From an optimization exercise on the open Yosys and OpenROAD flow, aimed at small area, a short achievable clock period and few clock cycles per item; shortcuts taken in it are not production practice. At most, simulation tests tie the RTL to the original design; equivalence was not proved.

==> exp/willow <==
==> flow/design.v <==
module re_dist_add #(parameter W = 8) (
    input  wire [W-1:0] a,
    input  wire [W-1:0] b,
    input  wire         cin,
    output wire [W-1:0] s,
    output wire         cout
);
    localparam N = W + 1;
    localparam TOP = (N > 64) ? 64 : (N > 32) ? 32 : (N > 16) ? 16 : (N > 8) ? 8 : (N > 4) ? 4 : (N > 2) ? 2 : 1;
    reg [N-1:0] g, p;
    reg [W-1:0] hp;
    integer i, l;
    always @* begin
        g[0] = cin;
        p[0] = 1'b0;
        for (i = 0; i < W; i = i + 1) begin
            g[i+1] = a[i] & b[i];
            p[i+1] = a[i] ^ b[i];
            hp[i]  = a[i] ^ b[i];
        end
        for (l = 1; l < N; l = l * 2)
            for (i = 2 * l - 1; i < N; i = i + 2 * l) begin
                g[i] = g[i] | (p[i] & g[i-l]);
                p[i] = p[i] & p[i-l];
            end
        for (l = TOP; l >= 1; l = l / 2)
            for (i = 3 * l - 1; i < N; i = i + 2 * l) begin
                g[i] = g[i] | (p[i] & g[i-l]);
                p[i] = p[i] & p[i-l];
            end
    end
    assign s    = hp ^ g[W-1:0];
    assign cout = g[W];
endmodule
module re_dist (
    input  wire        clk,
    input  wire        rst,
    input  wire        start,
    input  wire        mode,
    input  wire [39:0] a,
    input  wire [39:0] b,
    input  wire [39:0] c,
    input  wire [39:0] d,
    input  wire [39:0] rx_time,
    output wire        ready,
    output reg         done,
    output wire        ok,
    output wire [63:0] tof,
    output wire [63:0] dist_mm
);
    localparam integer K = 6;
    localparam integer W = 65 + K;
    localparam [24:0] DIVC = 25'd32000000;
    localparam [24:0] CLO  = 25'd21896229;       
    localparam [2:0] S_IDLE = 3'd0,
                     S_M0   = 3'd1,
                     S_M1   = 3'd2,
                     S_M2   = 3'd3,
                     S_DIV  = 3'd4;
    reg [2:0]  state;
    reg [63:0] X;         
    reg        xo;        
    reg [39:0] Y;         
    reg [39:0] Cc;        
    reg [39:0] Dd;        
    reg [63:0] P;         
    reg [41:0] s;
    reg [1:0]  sc;        
    reg        bad;
    reg        okr;
    reg        started;
    reg [4:0]  pos;
    assign ready   = (state == S_IDLE);
    assign ok      = okr;
    assign tof     = {33'd0, P[30:0]};
    assign dist_mm = {30'd0, Cc[33:0]};
    wire [K-1:0] chunk = Y[K-1:0];
    wire [W-1:0] pin   = {{(W-64){1'b0}}, P};
    wire [W-1:0] row [0:K-1];
    genvar gi;
    generate
        for (gi = 0; gi < K; gi = gi + 1) begin : g_row
            assign row[gi] = {{(W-64){1'b0}}, X & {64{chunk[gi]}}} << gi;
        end
    endgenerate
    wire [W-1:0] sa1 = row[0] ^ row[1] ^ row[2];
    wire [W-1:0] ca1 = ((row[0] & row[1]) | (row[0] & row[2]) | (row[1] & row[2])) << 1;
    wire [W-1:0] sb1 = row[3] ^ row[4] ^ row[5];
    wire [W-1:0] cb1 = ((row[3] & row[4]) | (row[3] & row[5]) | (row[4] & row[5])) << 1;
    wire [W-1:0] sa2 = sa1 ^ ca1 ^ sb1;
    wire [W-1:0] ca2 = ((sa1 & ca1) | (sa1 & sb1) | (ca1 & sb1)) << 1;
    wire [W-1:0] sb2 = cb1 ^ pin ^ sa2;
    wire [W-1:0] cb2 = ((cb1 & pin) | (cb1 & sa2) | (pin & sa2)) << 1;
    wire [W-1:0] s3  = ca2 ^ sb2 ^ cb2;
    wire [W-1:0] c3  = ((ca2 & sb2) | (ca2 & cb2) | (sb2 & cb2)) << 1;
    wire [W-1:0] msum = s3 + c3;
    wire [W-1:0] acc   = msum;
    wire [63:0]  dval  = ~msum[63:0];        
    wire         mbad  = (|acc[W-1:64]) | (xo & (|chunk));
    wire         ylast = ~(|Y[39:K]);
    wire        sready = (sc == 2'd3);
    wire [41:0] R = X[41:0];
    reg  [42:0] ad_a, ad_b;
    reg         ad_c;
    always @* begin
        if (state == S_IDLE) begin
            ad_a = {3'b000, rx_time};
            ad_b = {3'b111, ~c};
            ad_c = 1'b1;
        end else if (!sready) begin
            ad_a = (sc == 2'd0) ? {3'b000, X[39:0]} : {1'b0, s};
            ad_b = (sc == 2'd0) ? {3'b000, Y} : (sc == 2'd1) ? {3'b000, Cc} : {3'b000, Dd};
            ad_c = 1'b0;
        end else begin
            ad_a = {R, P[63]};
            ad_b = ~{1'b0, s};
            ad_c = 1'b1;
        end
    end
    wire [42:0] ad_s;
    wire        ad_co;
    re_dist_add #(.W(43)) u_add (.a(ad_a), .b(ad_b), .cin(ad_c), .s(ad_s), .cout(ad_co));
    wire [41:0] sa    = ad_s[41:0];
    wire [42:0] trial = ad_s;
    wire        q     = ad_co;           
    wire [41:0] r_nxt = q ? trial[41:0] : {R[40:0], P[63]};
    wire [49:0] sk_diff;
    wire        sk_ge;
    re_dist_add #(.W(50)) u_skip (.a({R, P[63:56]}), .b(~{8'd0, s}), .cin(1'b1), .s(sk_diff), .cout(sk_ge));
    wire        skip8 = ~started & (pos >= 5'd8) & ~sk_ge;
    wire [33:0] Q  = Cc[33:0];
    wire [24:0] R2 = Dd[24:0];
    wire [25:0] r2a;
    wire        c0;        
    re_dist_add #(.W(26)) u_r2a (.a({R2, 1'b0}), .b(~{1'b0, DIVC}), .cin(1'b1), .s(r2a), .cout(c0));
    wire [24:0] r2n0 = c0 ? r2a[24:0] : {R2[23:0], 1'b0};
    wire [33:0] qn0  = {Q[32:0], c0};
    wire        c1a = (R2 >= 25'd5051886);       
    wire        c1b = (R2 >= 25'd21051886);      
    wire [25:0] k1  = c1b ? (26'd42103771 ^ 26'h3ffffff) + 26'd1
                    : c1a ? (26'd10103771 ^ 26'h3ffffff) + 26'd1
                    : {1'b0, CLO};
    wire [25:0] t1;
    wire        t1co;
    re_dist_add #(.W(26)) u_t1 (.a({R2, 1'b0}), .b(k1), .cin(1'b0), .s(t1), .cout(t1co));
    wire [24:0] r2n1 = t1[24:0];
    wire [32:0] h1, h2;      
    wire        h1co, h2co;
    re_dist_add #(.W(33)) u_q2 (.a(Q[33:1]), .b(33'd0), .cin(1'b1), .s(h1), .cout(h1co));
    re_dist_add #(.W(33)) u_q3 (.a(Q[33:1]), .b({32'd0, Q[0]}), .cin(1'b1), .s(h2), .cout(h2co));
    wire [33:0] qp2 = {h1, Q[0]};                
    wire [33:0] qp3 = {h2, ~Q[0]};               
    wire [33:0] qn1 = c1b ? {qp3[32:0], 1'b0} : {qp2[32:0], c1a};
    always @(posedge clk) begin
        if (rst) begin
            state <= S_IDLE;
            done  <= 1'b0;
            okr   <= 1'b0;
        end else begin
            done <= 1'b0;
            if (state == S_M1 || state == S_M2 || state == S_DIV) begin
                if (!sready) begin
                    s  <= sa;
                    sc <= sc + 2'd1;
                end
            end
            case (state)
                S_IDLE: begin
                    if (start) begin
                        xo  <= 1'b0;
                        bad <= 1'b0;
                        okr <= 1'b0;
                        sc  <= 2'd0;
                        Dd  <= d;
                        P     <= 64'd0;
                        state <= S_M1;
                        if (mode) begin
                            X  <= {24'd0, b};
                            Y  <= sa[39:0];
                            Cc <= a;
                        end else begin
                            X  <= {24'd0, a};
                            Y  <= b;
                            Cc <= c;
                        end
                    end
                end
                S_M1, S_M2: begin
                    P   <= acc[63:0];
                    bad <= bad | mbad;
                    X   <= X << K;
                    xo  <= xo | (|X[63:64-K]);
                    Y   <= Y >> K;
                    if (ylast) begin
                        if (state == S_M1) begin
                            P     <= ~acc[63:0];
                            X     <= {24'd0, Cc};
                            xo    <= 1'b0;
                            Y     <= Dd;
                            state <= S_M2;
                        end else begin
                            X       <= {33'd0, dval[63:31]};
                            P       <= {dval[30:0], 33'd0};
                            pos     <= 5'd30;
                            started <= 1'b0;
                            if (bad | mbad) begin
                                done  <= 1'b1;
                                state <= S_IDLE;
                            end else begin
                                state <= S_DIV;
                            end
                        end
                    end
                end
                S_DIV: begin
                    if (sready) begin
                        if (skip8) begin
                            X[41:0] <= {R[33:0], P[63:56]};
                            P       <= {P[55:0], 8'd0};
                            pos     <= pos - 5'd8;
                        end else begin
                            X[41:0] <= r_nxt;
                            P       <= {P[62:0], q};
                            pos     <= pos - 5'd1;
                            started <= started | q;
                            if (started) begin
                                Cc[33:0] <= q ? qn1 : qn0;
                                Dd[24:0] <= q ? r2n1 : r2n0;
                            end else begin
                                Cc[33:0] <= q ? 34'd4 : 34'd0;
                                Dd[24:0] <= q ? CLO : 25'd0;
                            end
                            if (pos == 5'd0) begin
                                okr   <= |s;
                                done  <= 1'b1;
                                state <= S_IDLE;
                            end
                        end
                    end
                end
                default: state <= S_IDLE;
            endcase
        end
    end
endmodule
==> flow/run.sh <==
#!/bin/bash
# synth_recipe.tcl (not shown) runs the flow's synth.tcl, then flattens the netlist and writes it again
# the make line also repeats each setting of config.mk as NAME=value (left out here)
make -C /OpenROAD-flow-scripts/flow DESIGN_CONFIG=/design/flow/config.mk WORK_HOME=/design/flow/orfs CLKGATE_MAP_FILE= SYNTH_SCRIPT=/design/flow/synth_recipe.tcl finish
==> flow/config.mk <==
export PLATFORM = sky130hd
export DESIGN_NAME = re_dist
export DESIGN_NICKNAME = re_dist
export VERILOG_FILES = /design/flow/design.v
export SDC_FILE = /design/flow/constraint.sdc
export NUM_CORES = 4
export LEC_CHECK = 0
export CAP_MARGIN = 20
export CORE_MARGIN = 2
export CORE_UTILIZATION = 40
export PLACE_DENSITY = 0.6
export SETUP_SLACK_MARGIN = 5
export SLEW_MARGIN = 20
==> flow/constraint.sdc <==
create_clock -name core_clock -period 12.0 [get_ports {clk}]
set_input_delay 2.4000 -clock core_clock [delete_from_list [all_inputs] [get_ports {clk}]]
set_output_delay 2.4000 -clock core_clock [all_outputs]
set_load 0.01 [all_outputs]
==> exp/fjord: changes against exp/willow <==
==> flow/design.v, changed modules only <==
module re_dist (
    input  wire        clk,
    input  wire        rst,
    input  wire        start,
    input  wire        mode,
    input  wire [39:0] a,
    input  wire [39:0] b,
    input  wire [39:0] c,
    input  wire [39:0] d,
    input  wire [39:0] rx_time,
    output wire        ready,
    output reg         done,
    output wire        ok,
    output wire [63:0] tof,
    output wire [63:0] dist_mm
);
    localparam integer K = 4;
    localparam integer W = 65 + K;
    localparam [24:0] DIVC = 25'd32000000;
    localparam [24:0] CLO  = 25'd21896229;       
    localparam [2:0] S_IDLE = 3'd0,
                     S_M0   = 3'd1,
                     S_M1   = 3'd2,
                     S_M2   = 3'd3,
                     S_DIV  = 3'd4;
    reg [2:0]  state;
    reg [63:0] X;         
    reg        xo;        
    reg [39:0] Y;         
    reg [39:0] Cc;        
    reg [39:0] Dd;        
    reg [63:0] P;         
    reg [41:0] s;
    reg [1:0]  sc;        
    reg        bad;
    reg        okr;
    reg        started;
    reg [4:0]  pos;
    assign ready   = (state == S_IDLE);
    assign ok      = okr;
    assign tof     = {33'd0, P[30:0]};
    assign dist_mm = {30'd0, Cc[33:0]};
    wire [K-1:0] chunk = Y[K-1:0];
    wire [W-1:0] pin   = {{(W-64){1'b0}}, P};
    wire [W-1:0] row [0:K-1];
    genvar gi;
    generate
        for (gi = 0; gi < K; gi = gi + 1) begin : g_row
            assign row[gi] = {{(W-64){1'b0}}, X & {64{chunk[gi]}}} << gi;
        end
    endgenerate
    wire [W-1:0] s1 = row[0] ^ row[1] ^ row[2];
    wire [W-1:0] c1 = ((row[0] & row[1]) | (row[0] & row[2]) | (row[1] & row[2])) << 1;
    wire [W-1:0] s2 = pin ^ row[3] ^ s1;
    wire [W-1:0] c2 = ((pin & row[3]) | (pin & s1) | (row[3] & s1)) << 1;
    wire [W-1:0] s3 = c1 ^ s2 ^ c2;
    wire [W-1:0] c3 = ((c1 & s2) | (c1 & c2) | (s2 & c2)) << 1;
    wire [W-1:0] msum = s3 + c3;
    wire [W-1:0] acc   = msum;
    wire [63:0]  dval  = ~msum[63:0];        
    wire         mbad  = (|acc[W-1:64]) | (xo & (|chunk));
    wire         ylast = ~(|Y[39:K]);
    reg  [41:0] sa_x, sa_y;
    reg         sa_c;
    always @* begin
        sa_x = {2'b00, X[39:0]};
        sa_y = {2'b00, Y};
        sa_c = 1'b0;
        if (state == S_IDLE) begin
            sa_x = {2'b00, rx_time};
            sa_y = {2'b11, ~c};
            sa_c = 1'b1;
        end else if (sc == 2'd1) begin
            sa_x = s;
            sa_y = {2'b00, Cc};
        end else if (sc == 2'd2) begin
            sa_x = s;
            sa_y = {2'b00, Dd};
        end
    end
    wire [41:0] sa = sa_x + sa_y + {41'd0, sa_c};
    wire [41:0] R = X[41:0];
    wire [43:0] trial = {1'b0, R, P[63]} - {2'b00, s};
    wire        q     = ~trial[43];      
    wire [41:0] r_nxt = q ? trial[41:0] : {R[40:0], P[63]};
    wire        skip8 = ~started & (pos >= 5'd8) & ({R, P[63:56]} < {8'd0, s});
    wire [33:0] Q  = Cc[33:0];
    wire [24:0] R2 = Dd[24:0];
    wire [25:0] r2a;
    wire        c0;        
    re_dist_add #(.W(26)) u_r2a (.a({R2, 1'b0}), .b(~{1'b0, DIVC}), .cin(1'b1), .s(r2a), .cout(c0));
    wire [24:0] r2n0 = c0 ? r2a[24:0] : {R2[23:0], 1'b0};
    wire [33:0] qn0  = {Q[32:0], c0};
    wire        c1a = (R2 >= 25'd5051886);       
    wire        c1b = (R2 >= 25'd21051886);      
    wire [25:0] k1  = c1b ? (26'd42103771 ^ 26'h3ffffff) + 26'd1
                    : c1a ? (26'd10103771 ^ 26'h3ffffff) + 26'd1
                    : {1'b0, CLO};
    wire [25:0] t1;
    wire        t1co;
    re_dist_add #(.W(26)) u_t1 (.a({R2, 1'b0}), .b(k1), .cin(1'b0), .s(t1), .cout(t1co));
    wire [24:0] r2n1 = t1[24:0];
    wire [32:0] h1, h2;      
    wire        h1co, h2co;
    re_dist_add #(.W(33)) u_q2 (.a(Q[33:1]), .b(33'd0), .cin(1'b1), .s(h1), .cout(h1co));
    re_dist_add #(.W(33)) u_q3 (.a(Q[33:1]), .b({32'd0, Q[0]}), .cin(1'b1), .s(h2), .cout(h2co));
    wire [33:0] qp2 = {h1, Q[0]};                
    wire [33:0] qp3 = {h2, ~Q[0]};               
    wire [33:0] qn1 = c1b ? {qp3[32:0], 1'b0} : {qp2[32:0], c1a};
    wire        sready = (sc == 2'd3);
    always @(posedge clk) begin
        if (rst) begin
            state <= S_IDLE;
            done  <= 1'b0;
            okr   <= 1'b0;
        end else begin
            done <= 1'b0;
            if (state == S_M1 || state == S_M2 || state == S_DIV) begin
                if (!sready) begin
                    s  <= sa;
                    sc <= sc + 2'd1;
                end
            end
            case (state)
                S_IDLE: begin
                    if (start) begin
                        xo  <= 1'b0;
                        bad <= 1'b0;
                        okr <= 1'b0;
                        sc  <= 2'd0;
                        Dd  <= d;
                        P     <= 64'd0;
                        state <= S_M1;
                        if (mode) begin
                            X  <= {24'd0, b};
                            Y  <= sa[39:0];
                            Cc <= a;
                        end else begin
                            X  <= {24'd0, a};
                            Y  <= b;
                            Cc <= c;
                        end
                    end
                end
                S_M1, S_M2: begin
                    P   <= acc[63:0];
                    bad <= bad | mbad;
                    X   <= X << K;
                    xo  <= xo | (|X[63:64-K]);
                    Y   <= Y >> K;
                    if (ylast) begin
                        if (state == S_M1) begin
                            P     <= ~acc[63:0];
                            X     <= {24'd0, Cc};
                            xo    <= 1'b0;
                            Y     <= Dd;
                            state <= S_M2;
                        end else begin
                            X       <= {33'd0, dval[63:31]};
                            P       <= {dval[30:0], 33'd0};
                            pos     <= 5'd30;
                            started <= 1'b0;
                            if (bad | mbad) begin
                                done  <= 1'b1;
                                state <= S_IDLE;
                            end else begin
                                state <= S_DIV;
                            end
                        end
                    end
                end
                S_DIV: begin
                    if (sready) begin
                        if (skip8) begin
                            X[41:0] <= {R[33:0], P[63:56]};
                            P       <= {P[55:0], 8'd0};
                            pos     <= pos - 5'd8;
                        end else begin
                            X[41:0] <= r_nxt;
                            P       <= {P[62:0], q};
                            pos     <= pos - 5'd1;
                            started <= started | q;
                            if (started) begin
                                Cc[33:0] <= q ? qn1 : qn0;
                                Dd[24:0] <= q ? r2n1 : r2n0;
                            end else begin
                                Cc[33:0] <= q ? 34'd4 : 34'd0;
                                Dd[24:0] <= q ? CLO : 25'd0;
                            end
                            if (pos == 5'd0) begin
                                okr   <= |s;
                                done  <= 1'b1;
                                state <= S_IDLE;
                            end
                        end
                    end
                end
                default: state <= S_IDLE;
            endcase
        end
    end
endmodule
==> exp/nickel: changes against exp/willow <==
==> flow/design.v, changed modules only <==
module re_dist (
    input  wire        clk,
    input  wire        rst,
    input  wire        start,
    input  wire        mode,
    input  wire [39:0] a,
    input  wire [39:0] b,
    input  wire [39:0] c,
    input  wire [39:0] d,
    input  wire [39:0] rx_time,
    output wire        ready,
    output reg         done,
    output wire        ok,
    output wire [63:0] tof,
    output wire [63:0] dist_mm
);
    localparam integer K = 4;
    localparam integer W = 65 + K;
    localparam [24:0] DIVC = 25'd32000000;
    localparam [24:0] CLO  = 25'd21896229;       
    localparam [2:0] S_IDLE = 3'd0,
                     S_M0   = 3'd1,
                     S_M1   = 3'd2,
                     S_M2   = 3'd3,
                     S_DIV  = 3'd4;
    reg [2:0]  state;
    reg [63:0] X;         
    reg        xo;        
    reg [39:0] Y;         
    reg [39:0] Cc;        
    reg [39:0] Dd;        
    reg [63:0] P;         
    reg [41:0] s;
    reg [1:0]  sc;        
    reg        bad;
    reg        okr;
    reg        started;
    reg [4:0]  pos;
    assign ready   = (state == S_IDLE);
    assign ok      = okr;
    assign tof     = {33'd0, P[30:0]};
    assign dist_mm = {30'd0, Cc[33:0]};
    wire [K-1:0] chunk = Y[K-1:0];
    wire         msub  = (state == S_M2);
    wire [W-1:0] pin   = msub ? ~{{(W-64){1'b0}}, P} : {{(W-64){1'b0}}, P};
    wire [W-1:0] row [0:K-1];
    genvar gi;
    generate
        for (gi = 0; gi < K; gi = gi + 1) begin : g_row
            assign row[gi] = {{(W-64){1'b0}}, X & {64{chunk[gi]}}} << gi;
        end
    endgenerate
    wire [W-1:0] s1 = row[0] ^ row[1] ^ row[2];
    wire [W-1:0] c1 = ((row[0] & row[1]) | (row[0] & row[2]) | (row[1] & row[2])) << 1;
    wire [W-1:0] s2 = pin ^ row[3] ^ s1;
    wire [W-1:0] c2 = ((pin & row[3]) | (pin & s1) | (row[3] & s1)) << 1;
    wire [W-1:0] s3 = c1 ^ s2 ^ c2;
    wire [W-1:0] c3 = ((c1 & s2) | (c1 & c2) | (s2 & c2)) << 1;
    wire [W-1:0] msum;
    wire         mco;
    re_dist_add #(.W(W)) u_madd (.a(s3), .b(c3), .cin(1'b0), .s(msum), .cout(mco));
    wire [W-1:0] acc   = msub ? ~msum : msum;
    wire         mbad  = (|acc[W-1:64]) | (xo & (|chunk));
    wire         ylast = ~(|Y[39:K]);
    reg  [41:0] sa_x, sa_y;
    reg         sa_c;
    always @* begin
        sa_x = {2'b00, X[39:0]};
        sa_y = {2'b00, Y};
        sa_c = 1'b0;
        if (state == S_M0) begin
            sa_x = {2'b00, Y};
            sa_y = {2'b11, ~P[39:0]};
            sa_c = 1'b1;
        end else if (sc == 2'd1) begin
            sa_x = s;
            sa_y = {2'b00, Cc};
        end else if (sc == 2'd2) begin
            sa_x = s;
            sa_y = {2'b00, Dd};
        end
    end
    wire [41:0] sa;
    wire        sa_co;
    re_dist_add #(.W(42)) u_sadd (.a(sa_x), .b(sa_y), .cin(sa_c), .s(sa), .cout(sa_co));
    wire [41:0] R = X[41:0];
    wire [42:0] trial;
    wire        q;           
    re_dist_add #(.W(43)) u_dsub (.a({R, P[63]}), .b(~{1'b0, s}), .cin(1'b1), .s(trial), .cout(q));
    wire [41:0] r_nxt = q ? trial[41:0] : {R[40:0], P[63]};
    wire [49:0] sk_diff;
    wire        sk_ge;
    re_dist_add #(.W(50)) u_skip (.a({R, P[63:56]}), .b(~{8'd0, s}), .cin(1'b1), .s(sk_diff), .cout(sk_ge));
    wire        skip8 = ~started & (pos >= 5'd8) & ~sk_ge;
    wire [33:0] Q  = Cc[33:0];
    wire [24:0] R2 = Dd[24:0];
    wire [25:0] r2a;
    wire        c0;        
    re_dist_add #(.W(26)) u_r2a (.a({R2, 1'b0}), .b(~{1'b0, DIVC}), .cin(1'b1), .s(r2a), .cout(c0));
    wire [24:0] r2n0 = c0 ? r2a[24:0] : {R2[23:0], 1'b0};
    wire [33:0] qn0  = {Q[32:0], c0};
    wire        c1a = (R2 >= 25'd5051886);       
    wire        c1b = (R2 >= 25'd21051886);      
    wire [25:0] k1  = c1b ? (26'd42103771 ^ 26'h3ffffff) + 26'd1
                    : c1a ? (26'd10103771 ^ 26'h3ffffff) + 26'd1
                    : {1'b0, CLO};
    wire [25:0] t1;
    wire        t1co;
    re_dist_add #(.W(26)) u_t1 (.a({R2, 1'b0}), .b(k1), .cin(1'b0), .s(t1), .cout(t1co));
    wire [24:0] r2n1 = t1[24:0];
    wire [32:0] h1, h2;      
    wire        h1co, h2co;
    re_dist_add #(.W(33)) u_q2 (.a(Q[33:1]), .b(33'd0), .cin(1'b1), .s(h1), .cout(h1co));
    re_dist_add #(.W(33)) u_q3 (.a(Q[33:1]), .b({32'd0, Q[0]}), .cin(1'b1), .s(h2), .cout(h2co));
    wire [33:0] qp2 = {h1, Q[0]};                
    wire [33:0] qp3 = {h2, ~Q[0]};               
    wire [33:0] qn1 = c1b ? {qp3[32:0], 1'b0} : {qp2[32:0], c1a};
    wire        sready = (sc == 2'd3);
    always @(posedge clk) begin
        if (rst) begin
            state <= S_IDLE;
            done  <= 1'b0;
            okr   <= 1'b0;
        end else begin
            done <= 1'b0;
            if (state == S_M1 || state == S_M2 || state == S_DIV) begin
                if (!sready) begin
                    s  <= sa;
                    sc <= sc + 2'd1;
                end
            end
            case (state)
                S_IDLE: begin
                    if (start) begin
                        xo  <= 1'b0;
                        bad <= 1'b0;
                        okr <= 1'b0;
                        sc  <= 2'd0;
                        Dd  <= d;
                        if (mode) begin
                            X     <= {24'd0, b};
                            Y     <= rx_time;
                            Cc    <= a;
                            P     <= {24'd0, c};
                            state <= S_M0;
                        end else begin
                            X     <= {24'd0, a};
                            Y     <= b;
                            Cc    <= c;
                            P     <= 64'd0;
                            state <= S_M1;
                        end
                    end
                end
                S_M0: begin
                    Y     <= sa[39:0];
                    P     <= 64'd0;
                    state <= S_M1;
                end
                S_M1, S_M2: begin
                    P   <= acc[63:0];
                    bad <= bad | mbad;
                    X   <= X << K;
                    xo  <= xo | (|X[63:64-K]);
                    Y   <= Y >> K;
                    if (ylast) begin
                        if (state == S_M1) begin
                            X     <= {24'd0, Cc};
                            xo    <= 1'b0;
                            Y     <= Dd;
                            state <= S_M2;
                        end else if (bad | mbad) begin
                            done  <= 1'b1;
                            state <= S_IDLE;
                        end else begin
                            X       <= {33'd0, acc[63:31]};
                            P       <= {acc[30:0], 33'd0};
                            pos     <= 5'd30;
                            started <= 1'b0;
                            state   <= S_DIV;
                        end
                    end
                end
                S_DIV: begin
                    if (sready) begin
                        if (skip8) begin
                            X[41:0] <= {R[33:0], P[63:56]};
                            P       <= {P[55:0], 8'd0};
                            pos     <= pos - 5'd8;
                        end else begin
                            X[41:0] <= r_nxt;
                            P       <= {P[62:0], q};
                            pos     <= pos - 5'd1;
                            started <= started | q;
                            if (started) begin
                                Cc[33:0] <= q ? qn1 : qn0;
                                Dd[24:0] <= q ? r2n1 : r2n0;
                            end else begin
                                Cc[33:0] <= q ? 34'd4 : 34'd0;
                                Dd[24:0] <= q ? CLO : 25'd0;
                            end
                            if (pos == 5'd0) begin
                                okr   <= |s;
                                done  <= 1'b1;
                                state <= S_IDLE;
                            end
                        end
                    end
                end
                default: state <= S_IDLE;
            endcase
        end
    end
endmodule
--- a/flow/config.mk
+++ b/flow/config.mk
@@ -10,4 +10,3 @@
 export CORE_UTILIZATION = 40
 export PLACE_DENSITY = 0.6
-export SETUP_SLACK_MARGIN = 5
 export SLEW_MARGIN = 20
==> comparison table <==
| metric | exp/nickel | exp/fjord | exp/willow |
|---|---|---|---|
| Outcome | finished clean | finished clean | finished clean |
| Data required time of the worst path | 12.31 ns | 12.31 ns | 12.40 ns |
| Final RePlAce weighted congestion | 1.02 | 0.999 | 1.03 |
| Post-route fraction of the period consumed by the critical path | 86.1% | 55.2% | 57.3% |
| Half-perimeter wire length after detailed placement | 132000 µm | 112000 µm | 124000 µm |
| Area share of the largest cell type after synthesis | 24.9% | 24.8% | 23.0% |
| Detailed Route Iter0 Violations | 4931 | 3940 | 4839 |
| Crit path kind | reg -> reg | reg -> reg | in -> reg |
| Layout area overhead | 12.3% | 12.2% | 11.9% |
| CLK BUF | 49 | 51 | 50 |
| Parity-gate share of the synthesized area counting xor and xnor cells | 5.71% | 4.08% | 2.67% |
| Total wire length | 170000 µm | 145000 µm | 163000 µm |
| Placeable core region | 89900 µm² | 90000 µm² | 96900 µm² |
| GR Layer Usage met3 | 13.0% | 5.14% | 7.74% |
| Depth of the most critical reg-to-reg path | 31 | 18 | 21 |
| Number of warnings printed during yosys synthesis | 7 | 3 | 5 |
| Aggregate global-route resource usage | 35.7% | 30.3% | 32.2% |
| Multi-input combinational cell area | 24000 µm² | 24400 µm² | 26500 µm² |
| Buffers & Inverters on Critical Path | 6 | 3 | 2 |
| Slew at the pin closest to its max-slew limit | 1.25 ns | 1.14 ns | 1.15 ns |
| CP most frequent cell | buf_4 | buf_4 | - |
Testbench counts of exp/willow, summed over its fixed seeds: cycles 6,976, items 320.
Testbench counts of exp/fjord, summed over its fixed seeds: cycles 8,135, items 320.
Only the layout flow was run in exp/nickel; the RTL was not checked for function there.

## what the ideal ports hide
The results above use ideal ports. As a check the final layouts listed here were re-extracted and re-timed, cells and wires unchanged. Step 1, drivers: a clkbuf_16 drives clk and a buf_2 each remaining input, both assumed. Step 2 moves the port delays by t, midway between the first and last clock arrival at a register: inputs arrive t later, outputs are due t later. That takes back most of the time a late clock gives input paths. Slacks: ideal / step 1 / step 2; pairs: ideal / step 1.
run	shift t [ns]	setup WS [ns]	hold WS [ns]
exp/willow	0.679	5.119 / 5.148 / 4.468	0.513 / 0.513 / 0.513
exp/fjord	0.650	5.371 / 5.371 / 5.018	0.620 / 0.620 / 0.620
exp/nickel	0.669	1.670 / 1.670 / 1.670	0.586 / 0.586 / 0.586
After both steps setup and hold are still met in every run listed. For exp/willow, which loses most, drivers alone change the setup slack by +0.029 ns; drivers and shift together by -0.651 ns.
